This design comes from an exercise in tuning for small area, a short achievable clock period and few clock cycles on the open sky130 flow, not from production work. Only simulation tests tie the RTL to the original design; equivalence was not proved. Power is estimated from default activity; no workload was simulated.

<file path="design.v">
module cgfc #(
    parameter RAM_SIZE = 256,
    parameter AW       = 8           
) (
    input             clk,
    input             rst,           
    input             req,
    input             we,
    input      [16:0] addr,
    input      [1:0]  size,
    input      [31:0] wdata,
    output            ack,
    output     [31:0] rdata,
    output            berr
);
    localparam [7:0] C_OK        = 8'h00, C_ENC_BYTE  = 8'h01, C_ENC_END  = 8'h02,
                     C_DEC_START = 8'h03, C_DEC_DATA  = 8'h04, C_DEC_CMPL = 8'h05,
                     E_ILLEGAL   = 8'h80, E_CONFIG    = 8'h81, E_BOUNDS   = 8'h82,
                     E_CRC       = 8'h83, E_MALFORMED = 8'h84, E_OVERFLOW = 8'h85,
                     E_OVF_END   = 8'h86;
    localparam [1:0] ENC_DONE = 2'd0, ENC_CODE = 2'd1, ENC_DATA = 2'd2, ENC_TERM = 2'd3;
    localparam [1:0] DEC_IDLE = 2'd0, DEC_BLOCK = 2'd1, DEC_PBLOCK = 2'd2;
    localparam [3:0] S_IDLE  = 4'd0,   
                     S_DONE  = 4'd1,   
                     S_CRC   = 4'd2,   
                     S_SCAN  = 4'd3,   
                     S_BDATA = 4'd4,   
                     S_BTAIL = 4'd5,   
                     S_VDATA = 4'd6,   
                     S_VCRC  = 4'd7,   
                     S_WORD  = 4'd8;   
    reg [7:0]  st_code;
    reg        st_err;
    reg        st_fvalid;
    reg [2:0]  cfg_w;
    reg [7:0]  cfg_n;
    reg [31:0] arg0, arg1, arg2, arg3;
    reg [15:0] crc_acc;
    reg [1:0]  enc_st;
    reg [7:0]  enc_blk;
    reg        enc_zero;
    reg [AW:0] enc_ptr, enc_rem;
    reg [7:0]  enc_out;
    reg [1:0]  dec_st;
    reg [7:0]  dec_cnt;
    reg        dec_ovf;
    reg [AW:0] dec_base, dec_cap, dec_len;
    reg [AW:0] frm_len;
    reg [15:0] frm_crc, frm_resp, frm_wval;
    reg [31:0] frm_sval;
    reg [3:0]  state;
    reg [AW:0] ptr;         
    reg [AW:0] cnt;         
    reg [15:0] acc;         
    reg        first;       
    reg        ptr_off4;    
    reg        cflag;       
    reg        btail;       
    reg        bs1;         
    reg [AW:0] flen;        
    reg [AW:0] k;           
    reg [AW:0] m;           
    reg [15:0] resp;        
    reg        woob;        
    reg [7:0]  out_q;       
    function [15:0] crc_step(input [15:0] a, input [7:0] b);
        integer i;
        reg [15:0] c;
        begin
            c = a ^ {b, 8'h00};
            for (i = 0; i < 8; i = i + 1)
                c = c[15] ? ({c[14:0], 1'b0} ^ 16'h1021) : {c[14:0], 1'b0};
            crc_step = c;
        end
    endfunction
    wire        idle     = state == S_IDLE;
    wire        ram_win  = addr[16];
    wire        reg_ok   = !ram_win && size == 2'd2 && addr[1:0] == 2'b00;
    wire        ram_ok   = ram_win && size == 2'd0;
    wire        ram_in   = ram_win && addr[15:AW] == 0;
    wire        is_cmd   = reg_ok && we && addr[15:2] == 14'd0;
    wire [7:0]  op   = wdata[31:24];
    wire [7:0]  fl   = wdata[23:16];
    wire [7:0]  rsv  = wdata[15:8];
    wire [7:0]  imm  = wdata[7:0];
    wire        z_f  = fl == 8'h00;
    wire        z_f1 = fl[7:1] == 7'h00;
    wire        z_r  = rsv == 8'h00;
    wire        z_i  = imm == 8'h00;
    wire op_multi = op == 8'h12 || op == 8'h40 || op == 8'h41 || op == 8'h42 ||
                    op == 8'h48 || op == 8'h49 || op == 8'h4A || op == 8'h50 ||
                    (op == 8'h21 && enc_st == ENC_CODE);
    wire two_cyc  = (ram_ok && !we) || (is_cmd && op_multi);
    wire        w_ok  = cfg_w == 3'd2 || cfg_w == 3'd3 || cfg_w == 3'd4;
    wire [10:0] w11   = {8'd0, cfg_w};
    wire [10:0] dl0   = w11;                                
    wire [10:0] dl1   = {w11[9:0], 1'b0};                   
    wire [10:0] dl2   = ({2'b00, cfg_n} + 11'd1) * w11;     
    wire        a0big = arg0[31:AW+1] != 0;                 
    wire [11:0] a0    = {3'd0, arg0[AW:0]};
    wire [11:0] e0a   = a0 + {1'b0, dl0};
    wire [11:0] e1a   = a0 + {1'b0, dl1};
    wire [11:0] e2a   = a0 + {1'b0, dl2};
    wire [11:0] e0b   = e0a + {1'b0, w11};
    wire [11:0] e1b   = e1a + {1'b0, w11};
    wire [11:0] e2b   = e2a + {1'b0, w11};
    wire        oob0a = a0big || e0a > RAM_SIZE;
    wire        oob1a = a0big || e1a > RAM_SIZE;
    wire        oob2a = a0big || e2a > RAM_SIZE;
    wire        oob0b = a0big || e0b > RAM_SIZE;
    wire        oob1b = a0big || e1b > RAM_SIZE;
    wire        oob2b = a0big || e2b > RAM_SIZE;
    wire [33:0] span_end = {2'b00, arg0} + {2'b00, arg1};
    wire        span_oob = span_end > RAM_SIZE;
    wire [1:0]  shp   = op[1:0];
    wire [10:0] dl_s  = (shp == 2'd0) ? dl0 : (shp == 2'd1) ? dl1 : dl2;
    wire        tail_s = fl[0] || shp == 2'd2;
    wire        oob_a = (shp == 2'd0) ? oob0a : (shp == 2'd1) ? oob1a : oob2a;
    wire        oob_b = (shp == 2'd0) ? oob0b : (shp == 2'd1) ? oob1b : oob2b;
    wire        b_oob = tail_s ? oob_b : oob_a;
    wire        v_oob = oob_b;
    wire [10:0] b_len = dl_s + (tail_s ? w11 : 11'd0);
    wire [10:0] v_len = dl_s + w11;
    wire [10:0] jw    = (cfg_w == 3'd2) ? {2'b00, imm, 1'b0} :
                        (cfg_w == 3'd3) ? ({3'b000, imm} + {2'b00, imm, 1'b0}) :
                                          {1'b0, imm, 2'b00};
    wire [11:0] wbeg  = a0 + {1'b0, jw};
    wire [11:0] wend  = wbeg + {1'b0, w11};
    wire [AW:0] enc_m = (enc_rem > 254) ? 9'd254 : enc_rem;
    wire [AW-1:0] rp = idle ? (ram_win ? addr[AW-1:0] : enc_ptr[AW-1:0]) : ptr[AW-1:0];
    wire [AW-3:0] rrow  = rp[AW-1:2];
    wire [AW-3:0] rrow1 = rp[AW-1:2] + 1'b1;
    reg  [3:0]    wm;       
    reg  [AW-1:0] wp;       
    reg  [7:0]    wd0, wd1, wd2, wd3;
    wire [AW-3:0] wrow  = wp[AW-1:2];
    wire [AW-3:0] wrow1 = wp[AW-1:2] + 1'b1;
    wire [31:0]   wdv   = {wd3, wd2, wd1, wd0};
    wire [31:0] bank_q;
    genvar gb;
    generate
        for (gb = 0; gb < 4; gb = gb + 1) begin : bank
            reg  [7:0]    mem [0:(RAM_SIZE/4)-1];
            wire [1:0]    bi  = gb;
            wire [1:0]    wl  = bi - wp[1:0];           
            wire [AW-3:0] wr  = (gb < wp[1:0]) ? wrow1 : wrow;
            wire [AW-3:0] rr  = (gb < rp[1:0]) ? rrow1 : rrow;
            always @(posedge clk)
                if (wm[wl]) mem[wr] <= wdv[8*wl +: 8];
            assign bank_q[8*gb +: 8] = mem[rr];
        end
    endgenerate
    wire [63:0] bq2 = {bank_q, bank_q};
    wire [31:0] win = bq2[8*rp[1:0] +: 32];
    wire [7:0]  r0 = win[7:0], r1 = win[15:8], r2 = win[23:16], r3 = win[31:24];
    wire [2:0]  nb    = (cnt > 4) ? 3'd4 : cnt[2:0];        
    wire        last4 = cnt <= 4;
    reg  [7:0] bb0, bb1, bb2, bb3;
    always @* begin
        bb0 = 8'h00; bb1 = 8'h00; bb2 = 8'h00; bb3 = 8'h00;
        if (first) begin
            bb0 = arg2[15:8];
            bb1 = arg2[7:0];
            if (bs1 && cfg_w == 3'd2) begin bb2 = arg3[15:8]; bb3 = arg3[7:0]; end
            if (bs1 && cfg_w == 3'd3) bb3 = arg3[15:8];
        end else if (bs1 && ptr_off4) begin
            if (cfg_w == 3'd3) bb0 = arg3[7:0];
            if (cfg_w == 3'd4) begin bb0 = arg3[15:8]; bb1 = arg3[7:0]; end
        end
    end
    wire        cb    = state == S_BDATA;
    wire [7:0]  c0 = cb ? bb0 : r0, c1 = cb ? bb1 : r1, c2 = cb ? bb2 : r2, c3 = cb ? bb3 : r3;
    wire [15:0] k1 = crc_step(acc, c0);
    wire [15:0] k2 = crc_step(k1, c1);
    wire [15:0] k3 = crc_step(k2, c2);
    wire [15:0] k4 = crc_step(k3, c3);
    wire [15:0] acc_n = (nb == 3'd1) ? k1 : (nb == 3'd2) ? k2 : (nb == 3'd3) ? k3 :
                        (nb == 3'd4) ? k4 : acc;
    wire [AW:0] sk = idle ? {AW+1{1'b0}} : k;
    wire [AW:0] sm = idle ? enc_m : m;
    wire h0 = (sk == sm) || r0 == 8'h00;
    wire h1 = (sk + 9'd1 == sm) || r1 == 8'h00;
    wire h2 = (sk + 9'd2 == sm) || r2 == 8'h00;
    wire h3 = (sk + 9'd3 == sm) || r3 == 8'h00;
    wire        shit = h0 || h1 || h2 || h3;
    wire [AW:0] skk  = h0 ? sk : h1 ? sk + 9'd1 : h2 ? sk + 9'd2 : sk + 9'd3;
    reg [31:0] reg_rd;
    always @* begin
        reg_rd = 32'd0;
        if (addr[15:7] == 9'd0)
            case (addr[6:2])
                5'h01: reg_rd = {22'd0, st_fvalid, st_err, st_code};
                5'h02: reg_rd = {16'd0, cfg_n, 5'd0, cfg_w};
                5'h04: reg_rd = arg0;
                5'h05: reg_rd = arg1;
                5'h06: reg_rd = arg2;
                5'h07: reg_rd = arg3;
                5'h08: reg_rd = {16'd0, crc_acc};
                5'h0C: reg_rd = {15'd0, enc_zero, enc_blk, 6'd0, enc_st};
                5'h0D: reg_rd = {{(31-AW){1'b0}}, enc_ptr};
                5'h0E: reg_rd = {{(31-AW){1'b0}}, enc_rem};
                5'h0F: reg_rd = {24'd0, enc_out};
                5'h10: reg_rd = {15'd0, dec_ovf, dec_cnt, 6'd0, dec_st};
                5'h11: reg_rd = {{(31-AW){1'b0}}, dec_base};
                5'h12: reg_rd = {{(31-AW){1'b0}}, dec_cap};
                5'h13: reg_rd = {{(31-AW){1'b0}}, dec_len};
                5'h14: reg_rd = {{(31-AW){1'b0}}, frm_len};
                5'h15: reg_rd = {16'd0, frm_crc};
                5'h16: reg_rd = {16'd0, frm_resp};
                5'h17: reg_rd = {16'd0, frm_wval};
                5'h18: reg_rd = frm_sval;
                default: reg_rd = 32'd0;
            endcase
    end
    wire fin_pred = (state == S_DONE) || (state == S_BTAIL) || (state == S_VCRC) ||
                    (state == S_WORD) || (state == S_CRC && last4) ||
                    (state == S_BDATA && last4 && !btail);
    assign ack   = req && (idle ? !two_cyc : fin_pred);
    assign berr  = !(reg_ok || ram_ok);
    assign rdata = (state == S_DONE) ? {24'd0, out_q} : (reg_ok ? reg_rd : 32'd0);
    wire [AW-1:0] dec_wa = dec_base[AW-1:0] + dec_len[AW-1:0];
    wire          dec_room = !dec_ovf && dec_len < dec_cap;
    wire          cmd_dec = idle && req && is_cmd && op == 8'h31 && z_f && z_r;
    wire dec_emit_lit = dec_st != DEC_IDLE && dec_cnt != 8'd0 && imm != 8'h00;
    wire dec_emit_zero = dec_st == DEC_BLOCK && dec_cnt == 8'd0 && imm != 8'h00;
    wire [3:0] lanes_n = (nb == 3'd1) ? 4'b0001 : (nb == 3'd2) ? 4'b0011 :
                         (nb == 3'd3) ? 4'b0111 : (nb == 3'd4) ? 4'b1111 : 4'b0000;
    wire [3:0] lanes_w = (cfg_w == 3'd2) ? 4'b0011 : (cfg_w == 3'd3) ? 4'b0111 : 4'b1111;
    wire [15:0] t_word = cflag ? acc : 16'h0000;
    always @* begin
        wm = 4'b0000; wp = ptr[AW-1:0];
        wd0 = 8'h00; wd1 = 8'h00; wd2 = 8'h00; wd3 = 8'h00;
        if (idle) begin
            if (req && ram_ok && ram_in && we) begin
                wm = 4'b0001; wp = addr[AW-1:0]; wd0 = wdata[7:0];
            end else begin
                wp = dec_wa;
                wd0 = dec_emit_lit ? imm : 8'h00;
                if (cmd_dec && (dec_emit_lit || dec_emit_zero) && dec_room) wm = 4'b0001;
            end
        end else if (state == S_BDATA) begin
            wm = lanes_n; wd0 = bb0; wd1 = bb1; wd2 = bb2; wd3 = bb3;
        end else if (state == S_BTAIL) begin
            wm = lanes_w; wd0 = t_word[15:8]; wd1 = t_word[7:0];
        end
    end
    reg [7:0] code;    
    reg       fin;     
    always @(posedge clk) begin
        fin  = 1'b0;
        code = C_OK;
        if (rst) begin
            state     <= S_IDLE;
            st_code   <= C_OK;  st_err  <= 1'b0; st_fvalid <= 1'b0;
            cfg_w     <= 3'd0;  cfg_n   <= 8'd0;
            arg0      <= 32'd0; arg1    <= 32'd0; arg2 <= 32'd0; arg3 <= 32'd0;
            crc_acc   <= 16'hFFFF;
            enc_st    <= ENC_DONE; enc_blk <= 8'd0; enc_zero <= 1'b0;
            enc_ptr   <= 0; enc_rem <= 0; enc_out <= 8'd0;
            dec_st    <= DEC_IDLE; dec_cnt <= 8'd0; dec_ovf <= 1'b0;
            dec_base  <= 0; dec_cap <= 0; dec_len <= 0;
            frm_len   <= 0; frm_crc <= 16'd0; frm_resp <= 16'd0; frm_wval <= 16'd0;
            frm_sval  <= 32'd0;
            ptr <= 0; cnt <= 0; acc <= 16'd0; first <= 1'b0; ptr_off4 <= 1'b0;
            cflag <= 1'b0; btail <= 1'b0; bs1 <= 1'b0; flen <= 0;
            k <= 0; m <= 0; resp <= 16'd0; woob <= 1'b0; out_q <= 8'd0;
        end else begin
            case (state)
            S_IDLE: if (req) begin
                if (ram_ok && !we) begin
                    out_q <= ram_in ? r0 : 8'h00;
                    state <= S_DONE;
                end else if (reg_ok && we && !is_cmd) begin
                    case (addr[15:0])
                        16'h0008: begin cfg_w <= wdata[2:0]; cfg_n <= wdata[15:8]; end
                        16'h0010: arg0 <= wdata;
                        16'h0014: arg1 <= wdata;
                        16'h0018: arg2 <= wdata;
                        16'h001C: arg3 <= wdata;
                        16'h0020: crc_acc <= wdata[15:0];
                        default: ;
                    endcase
                end else if (is_cmd) begin
                    fin = 1'b1;
                    if (op_multi) state <= S_DONE;
                    case (op)
                    8'h00: if (!(z_f && z_r && z_i)) code = E_ILLEGAL;
                    8'h01: if (z_f && z_r && z_i) begin                 
                        st_err <= 1'b0; st_fvalid <= 1'b0;
                        cfg_w <= 3'd0; cfg_n <= 8'd0;
                        arg0 <= 32'd0; arg1 <= 32'd0; arg2 <= 32'd0; arg3 <= 32'd0;
                        crc_acc <= 16'hFFFF;
                        enc_st <= ENC_DONE; enc_blk <= 8'd0; enc_zero <= 1'b0;
                        enc_ptr <= 0; enc_rem <= 0; enc_out <= 8'd0;
                        dec_st <= DEC_IDLE; dec_cnt <= 8'd0; dec_ovf <= 1'b0;
                        dec_base <= 0; dec_cap <= 0; dec_len <= 0;
                        frm_len <= 0; frm_crc <= 16'd0; frm_resp <= 16'd0;
                        frm_wval <= 16'd0; frm_sval <= 32'd0;
                    end else code = E_ILLEGAL;
                    8'h02: if (z_f && z_r && z_i) st_err <= 1'b0;    
                           else code = E_ILLEGAL;
                    8'h10: if (z_f && z_r && z_i) crc_acc <= 16'hFFFF;
                           else code = E_ILLEGAL;
                    8'h11: if (z_f && z_r) crc_acc <= crc_step(crc_acc, imm);
                           else code = E_ILLEGAL;
                    8'h12: if (z_f1 && z_r && z_i) begin                 
                        if (span_oob) code = E_BOUNDS;
                        else begin
                            fin   = 1'b0;
                            acc   <= fl[0] ? 16'hFFFF : crc_acc;
                            ptr   <= arg0[AW:0];
                            cnt   <= arg1[AW:0];
                            state <= S_CRC;
                        end
                    end else code = E_ILLEGAL;
                    8'h20: if (z_f && z_r && z_i) begin                  
                        if (span_oob) code = E_BOUNDS;
                        else begin
                            enc_ptr <= arg0[AW:0]; enc_rem <= arg1[AW:0];
                            enc_st <= ENC_CODE; enc_blk <= 8'd0; enc_zero <= 1'b0;
                        end
                    end else code = E_ILLEGAL;
                    8'h21: if (z_f && z_r && z_i) begin                  
                        case (enc_st)
                        ENC_DONE: code = C_ENC_END;
                        ENC_TERM: begin
                            code = C_ENC_BYTE; enc_out <= 8'h00; enc_st <= ENC_DONE;
                        end
                        ENC_CODE: begin
                            fin = 1'b0;
                            if (shit) begin
                                fin  = 1'b1;
                                code = C_ENC_BYTE;
                            end else begin
                                k     <= 9'd4;
                                m     <= enc_m;
                                ptr   <= enc_ptr + 9'd4;
                                state <= S_SCAN;
                            end
                        end
                        default: begin                                  
                            code = C_ENC_BYTE;
                            enc_out <= r0;
                            enc_blk <= enc_blk - 8'd1;
                            if (enc_blk == 8'd1) begin                  
                                enc_blk <= 8'd0;
                                if (enc_zero) begin
                                    enc_ptr <= enc_ptr + 9'd2; enc_rem <= enc_rem - 9'd2;
                                    enc_zero <= 1'b0; enc_st <= ENC_CODE;
                                end else begin
                                    enc_ptr <= enc_ptr + 1'b1; enc_rem <= enc_rem - 1'b1;
                                    enc_st <= (enc_rem == 1) ? ENC_TERM : ENC_CODE;
                                end
                            end else begin
                                enc_ptr <= enc_ptr + 1'b1; enc_rem <= enc_rem - 1'b1;
                            end
                        end
                        endcase
                    end else code = E_ILLEGAL;
                    8'h30: if (z_f && z_r && z_i) begin                  
                        if (span_oob) code = E_BOUNDS;
                        else begin
                            dec_base <= arg0[AW:0]; dec_cap <= arg1[AW:0];
                            dec_st <= DEC_IDLE; dec_cnt <= 8'd0; dec_ovf <= 1'b0;
                            dec_len <= 0;
                        end
                    end else code = E_ILLEGAL;
                    8'h31: if (z_f && z_r) begin                         
                        if (dec_st == DEC_IDLE) begin
                            if (imm != 8'h00) begin                     
                                dec_len <= 0; dec_ovf <= 1'b0;
                                dec_st  <= (imm == 8'hFF) ? DEC_PBLOCK : DEC_BLOCK;
                                dec_cnt <= (imm == 8'hFF) ? 8'd254 : imm - 8'd1;
                                code = C_DEC_START;
                            end
                        end else if (dec_cnt == 8'd0) begin
                            if (imm == 8'h00) begin                     
                                dec_st <= DEC_IDLE; dec_cnt <= 8'd0;
                                if (dec_ovf) begin
                                    code = E_OVF_END; dec_len <= 0; dec_ovf <= 1'b0;
                                end else code = C_DEC_CMPL;
                            end else begin                              
                                dec_st  <= (imm == 8'hFF) ? DEC_PBLOCK : DEC_BLOCK;
                                dec_cnt <= (imm == 8'hFF) ? 8'd254 : imm - 8'd1;
                                if (dec_st == DEC_BLOCK) begin          
                                    if (dec_room) begin
                                        dec_len <= dec_len + 1'b1;
                                        code = C_DEC_DATA;
                                    end else begin
                                        dec_ovf <= 1'b1; code = E_OVERFLOW;
                                    end
                                end
                            end
                        end else begin
                            if (imm == 8'h00) begin                     
                                dec_st <= DEC_IDLE; dec_cnt <= 8'd0;
                                dec_len <= 0; dec_ovf <= 1'b0;
                                code = E_MALFORMED;
                            end else begin                              
                                dec_cnt <= dec_cnt - 8'd1;
                                if (dec_room) begin
                                    dec_len <= dec_len + 1'b1;
                                    code = C_DEC_DATA;
                                end else begin
                                    dec_ovf <= 1'b1; code = E_OVERFLOW;
                                end
                            end
                        end
                    end else code = E_ILLEGAL;
                    8'h40, 8'h41, 8'h42: if (z_f1 && z_r && z_i) begin   
                        if (!w_ok) code = E_CONFIG;
                        else if (b_oob) code = E_BOUNDS;
                        else begin
                            fin      = 1'b0;
                            bs1      <= shp == 2'd1;
                            cflag    <= fl[0];
                            btail    <= tail_s;
                            flen     <= b_len[AW:0];
                            acc      <= 16'hFFFF;
                            ptr      <= arg0[AW:0];
                            cnt      <= dl_s[AW:0];
                            first    <= 1'b1;
                            ptr_off4 <= 1'b0;
                            state    <= S_BDATA;
                        end
                    end else code = E_ILLEGAL;
                    8'h48, 8'h49, 8'h4A: if (z_f && z_r && z_i) begin    
                        if (!w_ok || v_oob) begin
                            code = w_ok ? E_BOUNDS : E_CONFIG;
                            st_fvalid <= 1'b0; frm_resp <= 16'd0;
                        end else begin
                            fin   = 1'b0;
                            flen  <= v_len[AW:0];
                            acc   <= 16'hFFFF;
                            ptr   <= arg0[AW:0];
                            cnt   <= dl_s[AW:0];
                            first <= 1'b1;
                            state <= S_VDATA;
                        end
                    end else code = E_ILLEGAL;
                    8'h50: if (z_f && z_r) begin                         
                        if (!w_ok) code = E_CONFIG;
                        else begin
                            fin   = 1'b0;
                            ptr   <= wbeg[AW:0];
                            woob  <= a0big || wend > RAM_SIZE;
                            state <= S_WORD;
                        end
                    end else code = E_ILLEGAL;
                    default: code = E_ILLEGAL;
                    endcase
                end
            end
            S_DONE: state <= S_IDLE;
            S_CRC: begin
                acc <= acc_n;
                ptr <= ptr + 9'd4;
                cnt <= cnt - {6'd0, nb};
                if (last4) begin
                    crc_acc <= acc_n;
                    fin   = 1'b1;
                    state <= S_IDLE;
                end
            end
            S_SCAN: begin
                if (shit) begin
                    fin   = 1'b1;
                    code  = C_ENC_BYTE;
                    state <= S_DONE;
                end else begin
                    k   <= k + 9'd4;
                    ptr <= ptr + 9'd4;
                end
            end
            S_BDATA: begin
                acc      <= acc_n;
                ptr      <= ptr + {6'd0, nb};
                cnt      <= cnt - {6'd0, nb};
                first    <= 1'b0;
                ptr_off4 <= first;
                if (last4) begin
                    frm_crc <= acc_n;
                    if (btail) state <= S_BTAIL;
                    else begin
                        frm_len <= flen;
                        fin   = 1'b1;
                        state <= S_IDLE;
                    end
                end
            end
            S_BTAIL: begin
                frm_len <= flen;
                fin   = 1'b1;
                state <= S_IDLE;
            end
            S_VDATA: begin
                acc   <= acc_n;
                if (first) resp <= {r0, r1};
                first <= 1'b0;
                ptr   <= ptr + {6'd0, nb};
                cnt   <= cnt - {6'd0, nb};
                if (last4) state <= S_VCRC;
            end
            S_VCRC: begin
                fin = 1'b1;
                frm_crc <= acc;
                frm_len <= flen;
                if ({r0, r1} == acc) begin
                    frm_resp  <= resp;
                    st_fvalid <= 1'b1;
                end else begin
                    frm_resp  <= 16'd0;
                    st_fvalid <= 1'b0;
                    code = E_CRC;
                end
                state <= S_IDLE;
            end
            S_WORD: begin
                fin = 1'b1;
                if (woob) code = E_BOUNDS;
                else begin
                    frm_wval <= {r0, r1};
                    case (cfg_w)
                        3'd2:    frm_sval <= {{16{r0[7]}}, r0, r1};
                        3'd3:    frm_sval <= {{8{r0[7]}}, r0, r1, r2};
                        default: frm_sval <= {r0, r1, r2, r3};
                    endcase
                end
                state <= S_IDLE;
            end
            default: state <= S_IDLE;
            endcase
            if (((idle && req && is_cmd && op == 8'h21 && z_f && z_r && z_i &&
                  enc_st == ENC_CODE) || state == S_SCAN) && shit) begin
                enc_out  <= skk[7:0] + 8'd1;
                enc_blk  <= skk[7:0];
                enc_zero <= (skk != sm);
                if (skk == 0) begin                                    
                    enc_blk <= 8'd0;
                    if (skk != sm) begin
                        enc_ptr <= enc_ptr + 1'b1; enc_rem <= enc_rem - 1'b1;
                        enc_zero <= 1'b0; enc_st <= ENC_CODE;
                    end else begin
                        enc_st <= (enc_rem == 0) ? ENC_TERM : ENC_CODE;
                    end
                end else begin
                    enc_st <= ENC_DATA;
                end
            end
            if (fin) begin
                st_code <= code;
                if (code[7]) st_err <= 1'b1;
            end
        end
    end
endmodule
</file>
<file path="run.sh">
#!/bin/bash
# synth_recipe.tcl (not shown) runs the flow's synth.tcl, then flattens the netlist and writes it again
# the make line also repeats each setting of config.mk as NAME=value (left out here)
make -C /OpenROAD-flow-scripts/flow DESIGN_CONFIG=/design/flow/config.mk WORK_HOME=/design/flow/orfs CLKGATE_MAP_FILE= SYNTH_SCRIPT=/design/flow/synth_recipe.tcl finish
</file>
<file path="config.mk">
export PLATFORM = sky130hd
export DESIGN_NAME = cgfc
export DESIGN_NICKNAME = cgfc
export VERILOG_FILES = /design/flow/design.v
export SDC_FILE = /design/flow/constraint.sdc
export NUM_CORES = 4
export LEC_CHECK = 0
export CAP_MARGIN = 20
export CELL_PAD_IN_SITES_DETAIL_PLACEMENT = 2
export CELL_PAD_IN_SITES_GLOBAL_PLACEMENT = 2
export CORE_MARGIN = 2
export CORE_UTILIZATION = 30
export PLACE_DENSITY = 0.5
export SLEW_MARGIN = 20
</file>
<file path="constraint.sdc">
create_clock -name core_clock -period 10.0 [get_ports {clk}]
set_input_delay 2.0000 -clock core_clock [delete_from_list [all_inputs] [get_ports {clk}]]
set_output_delay 2.0000 -clock core_clock [all_outputs]
set_load 0.01 [all_outputs]
</file>
==> results of run 1 <==
[cell usage after synthesis, types with 67 or more instances]
cell | instances | area [um2]
mux2i_1 | 374 | 3744
xnor2_1 | 195 | 1708
a222oi_1 | 77 | 770.7
o21ai_0 | 297 | 1486
edfxtp_1 | 2048 | 61500
nand3_1 | 393 | 1967
clkbuf_1 | 453 | 1700
o221ai_1 | 83 | 727.0
a31oi_1 | 150 | 938.4
inv_1 | 118 | 442.9
buf_1 | 74 | 277.8
nand4_1 | 71 | 444.2
nor2_1 | 988 | 3709
ha_1 | 145 | 1814
a221oi_1 | 161 | 1410
o22ai_1 | 140 | 875.8
xor2_1 | 110 | 963.4
mux4_2 | 80 | 1802
a22oi_1 | 307 | 2305
o211ai_1 | 85 | 638.1
nand2_1 | 1226 | 4602
and3_1 | 132 | 825.8
dfxtp_1 | 416 | 8328
nor3_1 | 174 | 870.8
a211oi_1 | 180 | 1351
buf_2 | 190 | 950.9
a21oi_1 | 763 | 3819
a21o_1 | 67 | 503.0
[registers in the layout (all words and copies together), names as in the netlist, 16 cells and up]
name,cells
arg0,32
frm_resp,16
resp,16
arg3,32
frm_crc,16
frm_sval,31
frm_wval,16
arg2,32
acc,16
bank.mem,2048
arg1,32
crc_acc,16
[critical path: cells and delay by family]
family / cells / cell delay, ns
AOI/OAI and AO/OA: 10 / 2.21
adders and majority gates: 2 / 0.44
muxes: 1 / 0.12
and+or+nand+nor: 10 / 2.64
xor gates and xnor gates: 1 / 0.21
buffers and inverters: 14 / 2.62
[cell families (layout without fill, tap and decap cells)]
family | after synthesis | count (layout)
AND/OR/NAND/NOR | 3378 | 3378
AO/OA/AOI/OAI | 2879 | 2879
flip-flops | 2464 | 2464
buffers and inverters | 901 | 1811
multiplexers | 514 | 514
XOR/XNOR | 331 | 331
adder cells (fa/ha/maj) | 168 | 168
other | 2 | 11
[layout by cell type (no fill, tap or decap), types with 73 or more instances in the layout]
cell type and instances:
mux2i_1 336, buf_12 103, a221oi_1 160, o22ai_1 137, and3_1 132, o221ai_1 82, buf_4 940, a31oi_1 148
o21ai_0 291, a211oi_1 179, nand3_1 392, a21oi_1 756, nand2_1 1218, a222oi_1 77, ha_1 143, xnor2_1 193
clkbuf_1 73, xor2_1 110, o211ai_1 85, nor3_1 169, mux4_2 80, clkbuf_16 311, dfxtp_1 415, inv_1 117
clkdlybuf4s50_1 84, edfxtp_1 2048, nor2_1 947, a22oi_1 307
[routing by layer]
layer | up-vias | part of all wire [%]
met4 | 8 | 3.7
met3 | 762 | 4.1
met1 | 52683 | 45
met2 | 2653 | 47
li1 | 42167 | -
met5 | - | 0.0072
[power breakdown]
part           switching [mW]  total, mW  internal [mW]
combinational            2.43       4.34           1.91
clock                    4.83       11.2           6.42
sequential           0.000507       11.0           11.0
[final cells by class]
class	count	share of cell area, %
antenna	6	0.01037
clock buffer	395	5.662
clock inverter	157	1.175
inverter	122	0.3215
multi-input combinational	7275	33.07
sequential	2464	48.23
tap	5265	4.550
timing repair buffer	1137	6.975
[worst min path at each step]
stage / start / endpoint / cells past startpoint
after floorplan: m[8] / m[8] / 2
after global placement: m[8] / m[8] / 2
after detailed placement: m[8] / m[8] / 2
after CTS: m[8] / m[8] / 2
after global routing: m[8] / m[8] / 2
final: m[8] / m[8] / 2
[per-stage QoR]
stage               cells  TNS [ns]  utilization, %  setup WS (ns)
floorplan           10640         0               -        0.06468
global placement    16254    -22.53           33.70        -0.6798
detailed placement  16260    -12.59           33.74        -0.3588
CTS                 16812         0           36.22         0.5995
global route        16816         0           36.24        0.05967
finish              16821         0           36.25         0.4807
==> run_results.csv, run 1 <==
group,metric,value,unit
die,start_util,30.15,%
setup_path,cp.required,10.77,ns
route,drt_pre_antenna_iters,6,
die,row_count,232,
setup_path,cp_max_fo,12,
setup_path,reg2reg_depth,37,
layout,fillers,41548,
setup_path,path_class,"input port to flop",
layout,fin_area,0.1448,mm2
grt,grtUsageMet3,2.608,%
route,drt_first_iter_violations,8460,
placement,portBuffers,88,
flow_run,max_cap_viol_count,0,
route,vias,98273,
setup_path,reg2reg_slack,0.91,ns
setup_path,critical_path.max_stage_delay,0.54,ns
synthesis,synth_edf_count,2048,
clock_network,clkTransAtPathRegs,0.06,ns
die,pin_count,89,
power,ir_drop,0.3098,mV
timing,fmax,105.0,MHz
setup_path,critPathLaunch,"addr[3]",
clock_network,h-tree-depth,5,
worst_hold_path,min_path_type,"flop to flop",
clock_network,cts_buffers,307,
clock_network,cts_tree,"built",
power,p_per_area,183.3,mW/mm2
timing,hold_slack,0.4456,ns
synthesis,synth_fa_ha_area_share,1.872,%
layout,drive_above_1_share,16.20,%
placement,gp_congestion,0.9067,
setup_path,crit_slowest_cell,"a32oi_1",
clock_network,clockBufferDepth,4,
synthesis,synth-seq-cells,2464,
setup_path,end_kind,"flop",
synthesis,synth-compound-area-share,16.44,%
clock_network,cts_root_buffer,"clkbuf_16",
grt,grt_pass1_wl,846.0,mm
route,drc,0,
grt,antenna_found_initial,32,
power,leakagePower,47.76,nW
grt,use_met1,40.43,%
status,status,"timing/DRC/antenna clean",
layout,regArea,0.06983,mm2
synthesis,yosysWarnings,1,
placement,placed_area,0.1348,mm2
setup_path,crit_top_cell,"buf_4",
timing,fin_crit_sh,95.19,%
die,die_w,637.6,um
timing,skew,0.06401,ns
die,core-area,0.3994,mm2
clock_network,post_cts_buffers,0,
synthesis,ys_seq_area_share,57.98,%
clock_network,cts.sink_count,2464,
synthesis,synth_top_family_by_area,"compound AO/OA/AOI/OAI gates",
grt,grt_use_total,29.11,%
grt,grt_start_max_net_pins,152,
layout,area_growth,20.21,%
clock_network,ctsHoldBuffers,0,
setup_path,r2r_end,"enc_rem[5]",
route,ant_nets,0,
synthesis,syn_area,0.1204,mm2
die,die_y,637.6,um
timing,worst_pin_slew,1.377,ns
layout,multiInputGateArea,0.04788,mm2
clock_network,cts_resized,0,
die,dieArea,0.4065,mm2
synthesis,ys_types,119,
clock_network,insertion_delay,0.97,ns
layout,finalNetCount,11528,
setup_path,timing.rr.start,"state[3]",
timing,hold_viol_final,0,
synthesis,synth_cells,10637,
timing,min_period,9.519,ns
grt,grt.overflow.total,0,
synthesis,muxShareOfSynthArea,5.179,%
route,avgViaCountPerCell,5.842,
timing,setup_viol,0,
setup_path,crit_arrival,10.29,ns
power,p_total,26.54,mW
route,drt-total-wl,607.2,mm
grt,use_met2,47.75,%
grt,top_usage_layer,"met2",
synthesis,ys.flop_type,"edfxtp_1",
synthesis,synth-simple-area-share,12.57,%
route,wl_per_cell,36.10,um
placement,dp_hpwl,433.3,mm
timing,slew_viol_final,0,
synthesis,syn_area_per_cell,11.32,um2
synthesis,synth_xor_area_share,2.698,%
setup_path,endpoint,"enc_rem[5]",
timing,slew_headroom,7.228,%
grt,grt_pass1_vias,103145,
timing,rsz0062_at_grt,"false",
synthesis,ys_async_sr_fraction,0,%
setup_path,worstSetupStartpointType,"input port",
Testbench counts, summed over its fixed seeds: cycles 42,153.
==> run 2, diff against run 1 <==
--- a/design.v
+++ b/design.v
@@ -30,3 +30,4 @@
                      S_VCRC  = 4'd7,   
-                     S_WORD  = 4'd8;   
+                     S_WORD  = 4'd8,   
+                     S_RD    = 4'd9;   
     reg [7:0]  st_code;
@@ -64,3 +65,2 @@
     reg        woob;        
-    reg [7:0]  out_q;       
     function [15:0] crc_step(input [15:0] a, input [7:0] b);
@@ -129,11 +129,18 @@
     wire [AW:0] enc_m = (enc_rem > 254) ? 9'd254 : enc_rem;
-    wire [AW-1:0] rp = idle ? (ram_win ? addr[AW-1:0] : enc_ptr[AW-1:0]) : ptr[AW-1:0];
-    wire [AW-3:0] rrow  = rp[AW-1:2];
-    wire [AW-3:0] rrow1 = rp[AW-1:2] + 1'b1;
-    reg  [3:0]    wm;       
-    reg  [AW-1:0] wp;       
-    reg  [7:0]    wd0, wd1, wd2, wd3;
-    wire [AW-3:0] wrow  = wp[AW-1:2];
-    wire [AW-3:0] wrow1 = wp[AW-1:2] + 1'b1;
-    wire [31:0]   wdv   = {wd3, wd2, wd1, wd0};
+    function [4*(AW-2)-1:0] rows_of(input [AW-1:0] a);
+        integer b;
+        begin
+            for (b = 0; b < 4; b = b + 1)
+                rows_of[(AW-2)*b +: (AW-2)] = a[AW-1:2] + ((b < a[1:0]) ? 1'b1 : 1'b0);
+        end
+    endfunction
+    reg  [4*(AW-2)-1:0] prow;
+    wire [AW-1:0] rp = ptr[AW-1:0];
+    wire [31:0]   bdv;      
+    wire [3:0]    bmask;
+    wire          host_w;
+    wire          dec_w;
+    wire          bld_w;
+    wire [AW-1:0] dec_wa;
+    wire [7:0]    dec_byte;
     wire [31:0] bank_q;
@@ -144,8 +151,11 @@
             wire [1:0]    bi  = gb;
-            wire [1:0]    wl  = bi - wp[1:0];           
-            wire [AW-3:0] wr  = (gb < wp[1:0]) ? wrow1 : wrow;
-            wire [AW-3:0] rr  = (gb < rp[1:0]) ? rrow1 : rrow;
+            wire [1:0]    wl  = bi - rp[1:0];                
+            wire          we_b = host_w ? addr[1:0] == bi :
+                                 dec_w  ? dec_wa[1:0] == bi : bld_w && bmask[wl];
+            wire [AW-3:0] wr  = host_w ? addr[AW-1:2] :
+                                dec_w  ? dec_wa[AW-1:2] : prow[(AW-2)*gb +: (AW-2)];
+            wire [7:0]    wd  = host_w ? wdata[7:0] : dec_w ? dec_byte : bdv[8*wl +: 8];
             always @(posedge clk)
-                if (wm[wl]) mem[wr] <= wdv[8*wl +: 8];
-            assign bank_q[8*gb +: 8] = mem[rr];
+                if (we_b) mem[wr] <= wd;
+            assign bank_q[8*gb +: 8] = mem[prow[(AW-2)*gb +: (AW-2)]];
         end
@@ -214,3 +224,3 @@
     end
-    wire fin_pred = (state == S_DONE) || (state == S_BTAIL) || (state == S_VCRC) ||
+    wire fin_pred = (state == S_DONE) || (state == S_RD) || (state == S_BTAIL) || (state == S_VCRC) ||
                     (state == S_WORD) || (state == S_CRC && last4) ||
@@ -219,4 +229,4 @@
     assign berr  = !(reg_ok || ram_ok);
-    assign rdata = (state == S_DONE) ? {24'd0, out_q} : (reg_ok ? reg_rd : 32'd0);
-    wire [AW-1:0] dec_wa = dec_base[AW-1:0] + dec_len[AW-1:0];
+    assign rdata = (state == S_RD) ? {24'd0, woob ? 8'h00 : r0} : (reg_ok ? reg_rd : 32'd0);
+    assign dec_wa = dec_base[AW-1:0] + dec_len[AW-1:0];
     wire          dec_room = !dec_ovf && dec_len < dec_cap;
@@ -229,22 +239,16 @@
     wire [15:0] t_word = cflag ? acc : 16'h0000;
-    always @* begin
-        wm = 4'b0000; wp = ptr[AW-1:0];
-        wd0 = 8'h00; wd1 = 8'h00; wd2 = 8'h00; wd3 = 8'h00;
-        if (idle) begin
-            if (req && ram_ok && ram_in && we) begin
-                wm = 4'b0001; wp = addr[AW-1:0]; wd0 = wdata[7:0];
-            end else begin
-                wp = dec_wa;
-                wd0 = dec_emit_lit ? imm : 8'h00;
-                if (cmd_dec && (dec_emit_lit || dec_emit_zero) && dec_room) wm = 4'b0001;
-            end
-        end else if (state == S_BDATA) begin
-            wm = lanes_n; wd0 = bb0; wd1 = bb1; wd2 = bb2; wd3 = bb3;
-        end else if (state == S_BTAIL) begin
-            wm = lanes_w; wd0 = t_word[15:8]; wd1 = t_word[7:0];
-        end
-    end
+    assign host_w   = idle && req && ram_ok && ram_in && we;
+    assign dec_w    = cmd_dec && (dec_emit_lit || dec_emit_zero) && dec_room;
+    assign dec_byte = dec_emit_lit ? imm : 8'h00;
+    assign bld_w    = state == S_BDATA || state == S_BTAIL;
+    assign bmask    = (state == S_BDATA) ? lanes_n : lanes_w;
+    assign bdv      = (state == S_BDATA) ? {bb3, bb2, bb1, bb0} : {16'h0000, t_word[7:0], t_word[15:8]};
     reg [7:0] code;    
     reg       fin;     
+    reg [3:0]  state_n;
+    reg [AW:0] ptr_n, encp_n;
     always @(posedge clk) begin
+        state_n = state;
+        ptr_n   = ptr;
+        encp_n  = enc_ptr;
         fin  = 1'b0;
@@ -252,3 +256,3 @@
         if (rst) begin
-            state     <= S_IDLE;
+            state_n     = S_IDLE;
             st_code   <= C_OK;  st_err  <= 1'b0; st_fvalid <= 1'b0;
@@ -258,3 +262,3 @@
             enc_st    <= ENC_DONE; enc_blk <= 8'd0; enc_zero <= 1'b0;
-            enc_ptr   <= 0; enc_rem <= 0; enc_out <= 8'd0;
+            encp_n   = 0; enc_rem <= 0; enc_out <= 8'd0;
             dec_st    <= DEC_IDLE; dec_cnt <= 8'd0; dec_ovf <= 1'b0;
@@ -263,5 +267,5 @@
             frm_sval  <= 32'd0;
-            ptr <= 0; cnt <= 0; acc <= 16'd0; first <= 1'b0; ptr_off4 <= 1'b0;
+            ptr_n = 0; cnt <= 0; acc <= 16'd0; first <= 1'b0; ptr_off4 <= 1'b0;
             cflag <= 1'b0; btail <= 1'b0; bs1 <= 1'b0; flen <= 0;
-            k <= 0; m <= 0; resp <= 16'd0; woob <= 1'b0; out_q <= 8'd0;
+            k <= 0; m <= 0; resp <= 16'd0; woob <= 1'b0;
         end else begin
@@ -270,4 +274,5 @@
                 if (ram_ok && !we) begin
-                    out_q <= ram_in ? r0 : 8'h00;
-                    state <= S_DONE;
+                    ptr_n   = {1'b0, addr[AW-1:0]};
+                    woob  <= !ram_in;
+                    state_n = S_RD;
                 end else if (reg_ok && we && !is_cmd) begin
@@ -284,3 +289,3 @@
                     fin = 1'b1;
-                    if (op_multi) state <= S_DONE;
+                    if (op_multi) state_n = S_DONE;
                     case (op)
@@ -293,3 +298,3 @@
                         enc_st <= ENC_DONE; enc_blk <= 8'd0; enc_zero <= 1'b0;
-                        enc_ptr <= 0; enc_rem <= 0; enc_out <= 8'd0;
+                        encp_n = 0; enc_rem <= 0; enc_out <= 8'd0;
                         dec_st <= DEC_IDLE; dec_cnt <= 8'd0; dec_ovf <= 1'b0;
@@ -310,5 +315,5 @@
                             acc   <= fl[0] ? 16'hFFFF : crc_acc;
-                            ptr   <= arg0[AW:0];
+                            ptr_n   = arg0[AW:0];
                             cnt   <= arg1[AW:0];
-                            state <= S_CRC;
+                            state_n = S_CRC;
                         end
@@ -318,3 +323,3 @@
                         else begin
-                            enc_ptr <= arg0[AW:0]; enc_rem <= arg1[AW:0];
+                            encp_n = arg0[AW:0]; enc_rem <= arg1[AW:0];
                             enc_st <= ENC_CODE; enc_blk <= 8'd0; enc_zero <= 1'b0;
@@ -336,4 +341,4 @@
                                 m     <= enc_m;
-                                ptr   <= enc_ptr + 9'd4;
-                                state <= S_SCAN;
+                                ptr_n   = enc_ptr + 9'd4;
+                                state_n = S_SCAN;
                             end
@@ -347,6 +352,6 @@
                                 if (enc_zero) begin
-                                    enc_ptr <= enc_ptr + 9'd2; enc_rem <= enc_rem - 9'd2;
+                                    encp_n = enc_ptr + 9'd2; enc_rem <= enc_rem - 9'd2;
                                     enc_zero <= 1'b0; enc_st <= ENC_CODE;
                                 end else begin
-                                    enc_ptr <= enc_ptr + 1'b1; enc_rem <= enc_rem - 1'b1;
+                                    encp_n = enc_ptr + 1'b1; enc_rem <= enc_rem - 1'b1;
                                     enc_st <= (enc_rem == 1) ? ENC_TERM : ENC_CODE;
@@ -354,3 +359,3 @@
                             end else begin
-                                enc_ptr <= enc_ptr + 1'b1; enc_rem <= enc_rem - 1'b1;
+                                encp_n = enc_ptr + 1'b1; enc_rem <= enc_rem - 1'b1;
                             end
@@ -419,3 +424,3 @@
                             acc      <= 16'hFFFF;
-                            ptr      <= arg0[AW:0];
+                            ptr_n      = arg0[AW:0];
                             cnt      <= dl_s[AW:0];
@@ -423,3 +428,3 @@
                             ptr_off4 <= 1'b0;
-                            state    <= S_BDATA;
+                            state_n    = S_BDATA;
                         end
@@ -434,6 +439,6 @@
                             acc   <= 16'hFFFF;
-                            ptr   <= arg0[AW:0];
+                            ptr_n   = arg0[AW:0];
                             cnt   <= dl_s[AW:0];
                             first <= 1'b1;
-                            state <= S_VDATA;
+                            state_n = S_VDATA;
                         end
@@ -444,5 +449,5 @@
                             fin   = 1'b0;
-                            ptr   <= wbeg[AW:0];
+                            ptr_n   = wbeg[AW:0];
                             woob  <= a0big || wend > RAM_SIZE;
-                            state <= S_WORD;
+                            state_n = S_WORD;
                         end
@@ -453,6 +458,7 @@
             end
-            S_DONE: state <= S_IDLE;
+            S_DONE: state_n = S_IDLE;
+            S_RD:   state_n = S_IDLE;
             S_CRC: begin
                 acc <= acc_n;
-                ptr <= ptr + 9'd4;
+                ptr_n = ptr + 9'd4;
                 cnt <= cnt - {6'd0, nb};
@@ -461,3 +467,3 @@
                     fin   = 1'b1;
-                    state <= S_IDLE;
+                    state_n = S_IDLE;
                 end
@@ -468,6 +474,6 @@
                     code  = C_ENC_BYTE;
-                    state <= S_DONE;
+                    state_n = S_DONE;
                 end else begin
                     k   <= k + 9'd4;
-                    ptr <= ptr + 9'd4;
+                    ptr_n = ptr + 9'd4;
                 end
@@ -476,3 +482,3 @@
                 acc      <= acc_n;
-                ptr      <= ptr + {6'd0, nb};
+                ptr_n      = ptr + {6'd0, nb};
                 cnt      <= cnt - {6'd0, nb};
@@ -482,3 +488,3 @@
                     frm_crc <= acc_n;
-                    if (btail) state <= S_BTAIL;
+                    if (btail) state_n = S_BTAIL;
                     else begin
@@ -486,3 +492,3 @@
                         fin   = 1'b1;
-                        state <= S_IDLE;
+                        state_n = S_IDLE;
                     end
@@ -493,3 +499,3 @@
                 fin   = 1'b1;
-                state <= S_IDLE;
+                state_n = S_IDLE;
             end
@@ -499,5 +505,5 @@
                 first <= 1'b0;
-                ptr   <= ptr + {6'd0, nb};
+                ptr_n   = ptr + {6'd0, nb};
                 cnt   <= cnt - {6'd0, nb};
-                if (last4) state <= S_VCRC;
+                if (last4) state_n = S_VCRC;
             end
@@ -515,3 +521,3 @@
                 end
-                state <= S_IDLE;
+                state_n = S_IDLE;
             end
@@ -528,5 +534,5 @@
                 end
-                state <= S_IDLE;
+                state_n = S_IDLE;
             end
-            default: state <= S_IDLE;
+            default: state_n = S_IDLE;
             endcase
@@ -540,3 +546,3 @@
                     if (skk != sm) begin
-                        enc_ptr <= enc_ptr + 1'b1; enc_rem <= enc_rem - 1'b1;
+                        encp_n = enc_ptr + 1'b1; enc_rem <= enc_rem - 1'b1;
                         enc_zero <= 1'b0; enc_st <= ENC_CODE;
@@ -554,2 +560,7 @@
         end
+        if (state_n == S_IDLE) ptr_n = encp_n;
+        state   <= state_n;
+        enc_ptr <= encp_n;
+        ptr     <= ptr_n;
+        prow    <= rows_of(ptr_n[AW-1:0]);
     end
--- a/config.mk
+++ b/config.mk
@@ -8,7 +8,9 @@
 export CAP_MARGIN = 20
-export CELL_PAD_IN_SITES_DETAIL_PLACEMENT = 2
-export CELL_PAD_IN_SITES_GLOBAL_PLACEMENT = 2
+export CELL_PAD_IN_SITES_DETAIL_PLACEMENT = 1
+export CELL_PAD_IN_SITES_GLOBAL_PLACEMENT = 1
 export CORE_MARGIN = 2
-export CORE_UTILIZATION = 30
-export PLACE_DENSITY = 0.5
+export CORE_UTILIZATION = 45
+export PLACE_DENSITY = 0.6
+export SETUP_SLACK_MARGIN = 3.5
 export SLEW_MARGIN = 20
+export TNS_END_PERCENT = 5
==> run 2 against run 1 <==
Still clean. Clock skew down 0.0032 ns. Die area down 35%. Fmax up 32%. Sequential share of layout area up 3.1 points. Power down 17%. Largest cell class unchanged.
==> run_results.csv, run 2 <==
group,metric,value,unit
power,p_per_area,160.7,mW/mm2
setup_path,cp_max_fo,11,
placement,gp_congestion,0.9774,
setup_path,reg2reg_depth,31,
power,seqPwrFrac,50.2,%
route,ant_nets,0,
power,ir_drop,0.1775,mV
placement,dp_hpwl,320.4,mm
flow_run,max_cap_viol_count,0,
layout,regMostFlops,"bank.mem",
power,power_frac_clock,46.2,%
synthesis,yosysTopAreaCell,"edfxtp_1",
setup_path,r2r_end,"prow[4]",
power,netSwitchingPower,4.804,mW
die,die_y,512.4,um
synthesis,yosysWarnings,1,
timing,hold_viol_final,0,
clock_network,ctsHoldBuffers,0,
setup_path,timing.rr.start,"cfg_n[1]",
grt,top_usage_layer,"met2",
synthesis,synth_common_cells,"edfxtp_1 (2048), nor2_1 (915), nand2_1 (642), a21oi_1 (616), mux2i_1 (530)",
power,leakagePower,46.92,nW
worst_hold_path,min_path_type,"flop to flop",
grt,grt_pass1_vias,84948,
setup_path,crit_slowest_cell,"clkdlybuf4s50_1",
grt,grt_start_max_net_pins,92,
setup_path,endpoint,"rdata[10]",
die,row_count,186,
synthesis,netlist.area_leader.share,52.87,%
synthesis,synth_cells,9064,
clock_network,cts_buffers,275,
setup_path,reg2reg_slack,2.98,ns
setup_path,crit_arrival,5.24,ns
placement,placed_area,0.1224,mm2
layout,finalNetCount,9646,
die,pin_count,89,
die,start_util,45.27,%
power,swShare,21.91,%
setup_path,worstSetupStartpointType,"input port",
placement,portBuffers,88,
layout,mostFrequentLayoutCell,"edfxtp_1",
timing,fin_crit_sh,72.38,%
grt,use_met1,47.34,%
power,intPower,17.13,mW
grt,grt.overflow.total,0,
die,dieArea,0.2626,mm2
layout,fin_area,0.1365,mm2
clock_network,clockBufferDepth,4,
power,p_comb_share,3.6,%
synthesis,ys_async_sr_fraction,0,%
route,vias,84688,
layout,area_growth,17.32,%
die,core-area,0.2569,mm2
synthesis,ys.flop_type,"edfxtp_1",
grt,grt_pass1_wl,655.8,mm
status,status,"timing/DRC/antenna clean",
route,drt_pre_antenna_iters,8,
timing,setup_viol,0,
setup_path,path_class,"input port to output port",
layout,final_cell_mix,"edfxtp_1 (2048), nor2_1 (668), nand2_1 (622)",
setup_path,cp.required,8.00,ns
timing,slew_headroom,18.60,%
placement,dp.cells,12339,
timing,min_period,7.238,ns
grt,antenna_found_initial,33,
route,avgViaCountPerCell,6.499,
timing,worst_pin_slew,1.217,ns
route,drt_first_iter_violations,9955,
clock_network,clkTransAtPathRegs,0.06,ns
layout,largest_reg_flops,2048,
die,die_w,512.4,um
grt,grtUsageMet3,6.953,%
synthesis,ys_types,118,
clock_network,insertion_delay,0.92,ns
synthesis,yosysMostFrequentCell,"edfxtp_1",
synthesis,synth-seq-cells,2474,
route,drt-total-wl,466.2,mm
synthesis,synth_edf_count,2048,
layout,final_cells,13030,
timing,slew_viol_final,0,
setup_path,end_kind,"output port",
synthesis,ys_seq_area_share,60.20,%
synthesis,syn_area_per_cell,12.83,um2
route,wl_per_cell,35.78,um
layout,utilization,53.11,%
timing,fmax,138.2,MHz
timing,skew,0.06085,ns
clock_network,cts.sink_count,2474,
route,drc,0,
layout,drive_above_1_share,21.03,%
setup_path,path_cells,"clkdlybuf4s50_1 > buf_12 > nand2b_4 > nor4_4 > buf_4 > buf_4 > nand2_1 > o21ai_0 > a221oi_1 > a31oi_1 > clkdlybuf4s50_1",
synthesis,synth.area.top_cells,"edfxtp_1 (53%), dfxtp_1 (7.3%), mux4_2 (6.0%)",
setup_path,critical_path.max_stage_delay,0.61,ns
grt,use_met2,54.84,%
timing,rsz0062_at_grt,"true",
synthesis,syn_area,0.1163,mm2
grt,grt_use_total,34.77,%
clock_network,cts_root_buffer,"clkbuf_16",
setup_path,critPathLaunch,"addr[3]",
clock_network,cts_tree,"built",
clock_network,h-tree-depth,5,
power,p_total,21.93,mW
timing,tns,0,ns
[run 2: changes by cell type in the layout (fill, tap and decap cells not counted), moves of 80 or more]
cell / delta
a211oi_1: -102
a21oi_1: -179
a221oi_1: -85
and3_1: -90
buf_4: -459
mux2i_1: +186
mux4_2: +232
nand2_1: -596
nand3_1: -108
nor2_1: -279
nor2_2: +105
nor2_4: +102
o22ai_1: -80
[run 2: cell type report]
cell class,instances,area [um2]
Antenna cell,10,25.02
Clock buffer,340,7322
Clock inverter,150,1474
Fill cell,25268,120500
Inverter,131,500.5
Multi-Input combinational cell,5885,46580
Sequential cell,2474,70110
Tap cell,3384,4234
Timing Repair Buffer,656,6218
[run 2: worst min path at each step]
stage,to,slack [ns],depth (start not counted),from
3_5_place_dp,m[8],0.44,2,m[8]
2_1_floorplan,m[8],0.42,2,m[8]
4_1_cts,m[8],0.45,2,m[8]
5_1_grt,arg3[24],0.47,2,arg3[24]
3_3_place_gp,m[8],0.43,2,m[8]
6_report,m[8],0.44,2,m[8]
[run 2: cells by family (layout without fill, tap and decap cells)]
| family | Yosys count | after routing | synth area share (%) |
|---|---|---|---|
| AO/OA/AOI/OAI | 2072 | 2073 | 11.68 |
| flip-flops | 2474 | 2474 | 60.20 |
| XOR/XNOR | 277 | 277 | 2.511 |
| multiplexers | 883 | 883 | 11.00 |
| adder cells (fa/ha/maj) | 168 | 168 | 1.943 |
| other | 2 | 15 | 0.006457 |
| AND/OR/NAND/NOR | 2476 | 2479 | 9.664 |
| buffers and inverters | 712 | 1277 | 2.990 |
[run 2: layer usage]
metal / vias up / wire length [um]
met4: 2 / 19970
li1: 35698 / -
met2: 3911 / 215500
met3: 860 / 38400
met1: 44217 / 192300
met5: - / 9
[run 2: stage by stage]
stage	setup WS [ns]	hold WS [ns]
after floorplan	2.881	0.4218
after global placement	0.5591	0.4311
after detailed placement	0.6791	0.4387
after CTS	2.915	0.4481
after global routing	2.793	0.4679
final	2.762	0.4443
[run 2: what timing repair did]
item | CTS | global route
setup buffers | 145 | 31
endpoints found under the setup margin | 4312 | 3643
pin swaps | 75 | 55
resized for setup | 677 | 107
cloned | 11 | 0
[run 2: worst max-delay path, delay by kind of cell]
| kind | cells | cell delay (ns) |
|---|---|---|
| buffers and inverters | 5 | 1.83 |
| AO/OA/AOI/OAI | 3 | 0.71 |
| AND/OR/NAND/NOR | 3 | 0.67 |
[run 2: power groups by stage]
stage	Sequential (mW)	Combinational, mW	Clock (mW)
6_report	11.0	0.785	10.1
2_1_floorplan	11.2	0.468	0
3_5_place_dp	11.2	0.721	0
4_1_cts	11.0	0.763	10.2
5_1_grt	11.0	0.814	10.6
3_3_place_gp	11.2	0.716	0
Testbench counts of run 2, summed over its fixed seeds: cycles 42,153.
==> run 3, diff against run 2 <==
--- a/design.v
+++ b/design.v
@@ -228,2 +228,3 @@
     assign ack   = req && (idle ? !two_cyc : fin_pred);
+    wire   idle_n = rst || (idle ? !(req && two_cyc) : fin_pred);
     assign berr  = !(reg_ok || ram_ok);
@@ -291,2 +292,7 @@
                     case (op)
+                        8'h21:   ptr_n = enc_ptr + 9'd4;
+                        8'h50:   ptr_n = wbeg[AW:0];
+                        default: ptr_n = arg0[AW:0];
+                    endcase
+                    case (op)
                     8'h00: if (!(z_f && z_r && z_i)) code = E_ILLEGAL;
@@ -315,3 +321,2 @@
                             acc   <= fl[0] ? 16'hFFFF : crc_acc;
-                            ptr_n   = arg0[AW:0];
                             cnt   <= arg1[AW:0];
@@ -341,3 +346,2 @@
                                 m     <= enc_m;
-                                ptr_n   = enc_ptr + 9'd4;
                                 state_n = S_SCAN;
@@ -424,3 +428,2 @@
                             acc      <= 16'hFFFF;
-                            ptr_n      = arg0[AW:0];
                             cnt      <= dl_s[AW:0];
@@ -439,3 +442,2 @@
                             acc   <= 16'hFFFF;
-                            ptr_n   = arg0[AW:0];
                             cnt   <= dl_s[AW:0];
@@ -449,3 +451,2 @@
                             fin   = 1'b0;
-                            ptr_n   = wbeg[AW:0];
                             woob  <= a0big || wend > RAM_SIZE;
@@ -560,3 +561,3 @@
         end
-        if (state_n == S_IDLE) ptr_n = encp_n;
+        if (idle_n) ptr_n = encp_n;
         state   <= state_n;
==> flow/run.sh (new file) <==
#!/bin/bash
# The standard layout (standard.sh: the standard flow's synthesis and ORFS steps, unchanged
# settings from config.mk), with two differences in how it sizes cells:
#  - the port buffers are buf_4 cells instead of the delay-cell buffer
#    buffer_ports picks by default;
#  - the resizer may swap a cell for one of another footprint
#    (MATCH_CELL_FOOTPRINT=0), so those buffers and the logic can be resized.
# ORFS writes each step's full log under orfs/logs/; make's own output goes to
# standard.log here.
set -euo pipefail
cd "$(dirname "$0")/.."
bash standard.sh MATCH_CELL_FOOTPRINT=0 \
    "BUFFER_PORTS_ARGS=-buffer_cell sky130_fd_sc_hd__buf_4" finish > standard.log 2>&1
==> standard.sh (new file) <==
#!/bin/bash
# synth_recipe.tcl (not shown) runs the flow's synth.tcl, then flattens the netlist and writes it again
# the make line also repeats each setting of config.mk as NAME=value (left out here)
make -C /OpenROAD-flow-scripts/flow DESIGN_CONFIG=/design/flow/config.mk WORK_HOME=/design/flow/orfs CLKGATE_MAP_FILE= SYNTH_SCRIPT=/design/flow/synth_recipe.tcl "${@:-finish}"
--- a/config.mk
+++ b/config.mk
@@ -13,3 +13,3 @@
 export PLACE_DENSITY = 0.6
-export SETUP_SLACK_MARGIN = 3.5
+export SETUP_SLACK_MARGIN = 4
 export SLEW_MARGIN = 20
removed: run.sh
==> run 3 against run 2 <==
Still clean. Hold slack gained 0.0018 ns. Final area grew 2.8%. Routed wire length grew 0.18%. Sequential share of layout area shrank 1.4 points. Critical path depth grew 19. First-iteration DRC count grew 4.7%. Power grew 1.1%. Largest power group unchanged. Highest routed layer unchanged.
==> run_results.csv, run 3 <==
group,metric,value,unit
status,status,"timing/DRC/antenna clean",
placement,dp_hpwl,310.6,mm
layout,fin_area,0.1403,mm2
clock_network,cts_root_buffer,"clkbuf_16",
setup_path,crit_top_cell,"buf_12",
power,ir_drop,0.1617,mV
layout,final_cell_mix,"edfxtp_1 (2048), nor2_1 (686), buf_4 (634)",
setup_path,path_buf_inv,7,
grt,grt_start_max_net_pins,104,
route,drt_first_iter_violations,10426,
clock_network,insertion_delay,0.89,ns
synthesis,yosysMostFrequentCell,"edfxtp_1",
setup_path,end_kind,"flop",
timing,skew,0.07856,ns
layout,drive_above_1_share,25.49,%
timing,hold_slack,0.4461,ns
synthesis,syn_area_per_cell,12.87,um2
layout,mostFrequentLayoutCell,"edfxtp_1",
clock_network,cts_buffers,284,
synthesis,ys_async_sr_fraction,0,%
die,die_w,512.0,um
die,dieArea,0.2621,mm2
timing,min_period,6.579,ns
timing,hold_viol_final,0,
synthesis,ys_seq_area_share,60.31,%
layout,fillers,24941,
synthesis,ys.flop_type,"edfxtp_1",
setup_path,cp_max_fo,6,
synthesis,synth_edf_count,2048,
synthesis,syn_area,0.1161,mm2
setup_path,cp.required,10.76,ns
power,p_total,22.16,mW
worst_hold_path,hp-start,"m[8]",
layout,utilization,54.66,%
worst_hold_path,min_path_type,"flop to flop",
die,start_util,45.23,%
placement,portBuffers,88,
placement,dp.cells,12219,
timing,setup_viol,0,
power,swShare,21.56,%
die,pin_count,89,
synthesis,yosysWarnings,1,
timing,rsz0062_at_grt,"true",
setup_path,timing.rr.start,"cfg_n[1]",
placement,pre_cts_slack,0.9002,ns
power,netSwitchingPower,4.779,mW
grt,grt_pass1_wl,657.2,mm
grt,grt.overflow.total,0,
grt,antenna_found_initial,20,
power,power_frac_clock,47.0,%
grt,grt_pass1_vias,85092,
power,intPower,17.39,mW
placement,gp_congestion,0.9945,
layout,regArea,0.07011,mm2
route,wl_per_cell,35.40,um
layout,regMostFlops,"bank.mem",
power,leakagePower,45.48,nW
synthesis,yosysTopAreaCell,"edfxtp_1",
timing,fmax,152.0,MHz
clock_network,ctsHoldBuffers,0,
layout,multiInputGateArea,0.04795,mm2
route,drc,0,
synthesis,synth.area.top_cells,"edfxtp_1 (53%), dfxtp_1 (7.3%), mux4_2 (5.8%)",
route,drt-total-wl,467.0,mm
synthesis,ys_types,112,
timing,fin_crit_sh,65.79,%
setup_path,critical_path.max_stage_delay,0.49,ns
timing,slew_viol_final,0,
setup_path,crit_arrival,7.34,ns
clock_network,cts_tree,"built",
clock_network,clkTransAtPathRegs,0.06,ns
clock_network,clockBufferDepth,4,
setup_path,worstSetupStartpointType,"flop",
synthesis,netlist.area_leader.share,52.97,%
placement,placed_area,0.1212,mm2
layout,final_cells,13191,
route,drt_pre_antenna_iters,7,
grt,grt_use_total,34.81,%
layout,finalNetCount,9805,
route,vias,85879,
power,seqPwrFrac,49.6,%
clock_network,cts.sink_count,2474,
die,die_y,512.0,um
timing,tns,0,ns
power,p_comb_share,3.3,%
setup_path,crit_family,"compound AO/OA/AOI/OAI gates",
synthesis,synth-seq-cells,2474,
synthesis,synth_common_cells,"edfxtp_1 (2048), nor2_1 (972), nand2_1 (616), a21oi_1 (599), mux2i_1 (526)",
route,avgViaCountPerCell,6.510,
die,row_count,186,
timing,worst_pin_slew,1.194,ns
clock_network,h-tree-depth,5,
setup_path,critPathLaunch,"cfg_n[1]",
layout,area_growth,20.84,%
flow_run,max_cap_viol_count,0,
setup_path,path_class,"flop to flop",
route,ant_nets,0,
timing,worst_slack,3.421,ns
synthesis,synth_cells,9022,
setup_path,crit_slowest_cell,"or4b_4",
timing,slew_headroom,20.40,%
power,p_per_area,158.0,mW/mm2
die,core-area,0.2567,mm2
layout,largest_reg_flops,2048,
## run 3: per-layer routing
metal	routed length (um)	vias up	track usage, %
li1	-	35899	-
met1	195900	44863	48.99
met5	35	-	0
met3	36490	1025	5.620
met2	210500	4086	53.26
met4	24100	6	15.38
## run 3: power by group through the flow
stage                     clock, mW  combinational [mW]  sequential (mW)
after floorplan                   0               0.352             11.2
after CTS                      10.5               0.698             11.0
after global placement            0               0.542             11.2
after global routing           10.9               0.761             11.0
after detailed placement          0               0.546             11.2
final                          10.4               0.740             11.0
## run 3: cell type report
cell class | instances | area share, %
clock buffer | 356 | 5.428
inverter | 137 | 0.3906
sequential | 2474 | 49.97
multi-input combinational | 5844 | 34.18
timing repair buffer | 842 | 5.919
antenna | 6 | 0.01070
clock inverter | 148 | 1.090
tap | 3384 | 3.018
## run 3: worst reg2reg max path: cells and delay by family (launching register included)
family          cells  cell delay [ns]
compound gates     12             2.42
xor+xnor            2             0.38
fa+ha+maj           5             1.55
buf+inv             7             0.92
flops               1             0.38
simple gates        4             0.88
## run 3: logic make-up (layout without fill, tap and decap cells)
| logic type | Yosys count | in the layout | synth area share, % |
|---|---|---|---|
| compound gates | 2020 | 2020 | 11.50 |
| xor+xnor | 290 | 290 | 2.598 |
| fa+ha+maj | 167 | 167 | 1.935 |
| buf+inv | 713 | 1483 | 2.989 |
| flops | 2474 | 2474 | 60.31 |
| mux | 871 | 871 | 11.00 |
| other cells | 2 | 11 | 0.006468 |
| simple gates | 2485 | 2491 | 9.666 |
## run 3: path summary, 6_finish.rpt
kind	slack [ns]	cells past startpoint	to
setup / recovery	3.42	30	cnt[4]
hold / removal	0.45	2	m[8]
setup reg to reg	3.42	30	cnt[4]
hold reg to reg	0.45	2	m[8]
## run 3: timing repair
item | in CTS | in global routing
pin swaps | 182 | 102
resized for setup | 1037 | 209
cloned | 27 | 5
setup endpoints to repair | 3997 | 2422
setup buffers | 327 | 100
Testbench counts of run 3, summed over its fixed seeds: cycles 42,153.

## port drivers added, routing unchanged
In the flow no input, the clock included, has a driving cell. The finished layouts below were timed again as built, in two steps.
Step 1 (the two cells are an assumption about what drives the block):
set clk [get_ports {clk}]
set_driving_cell -lib_cell sky130_fd_sc_hd__clkbuf_16 $clk
set_driving_cell -lib_cell sky130_fd_sc_hd__buf_2 [delete_from_list [all_inputs] $clk]
Step 2 moves the port delays by t, midway between the first and last clock arrival at a register: inputs arrive t later, outputs are due t later. That takes back most of the time a late clock gives input paths.
Three values: no drivers, after step 1, after step 2; two values: the first two.
run	t (ns)	setup slack, ns	cell pins on the clock port's net
run 1	1.045	0.481 / 0.563 / -0.482	1
run 2	0.988	2.762 / 2.734 / 2.002	1
run 3	0.953	3.421 / 3.421 / 2.644	1
Met with ideal ports but missed after step 2: setup timing in run 1. For run 1, which loses most, drivers alone change the setup slack by +0.082 ns; drivers and shift together by -0.963 ns.
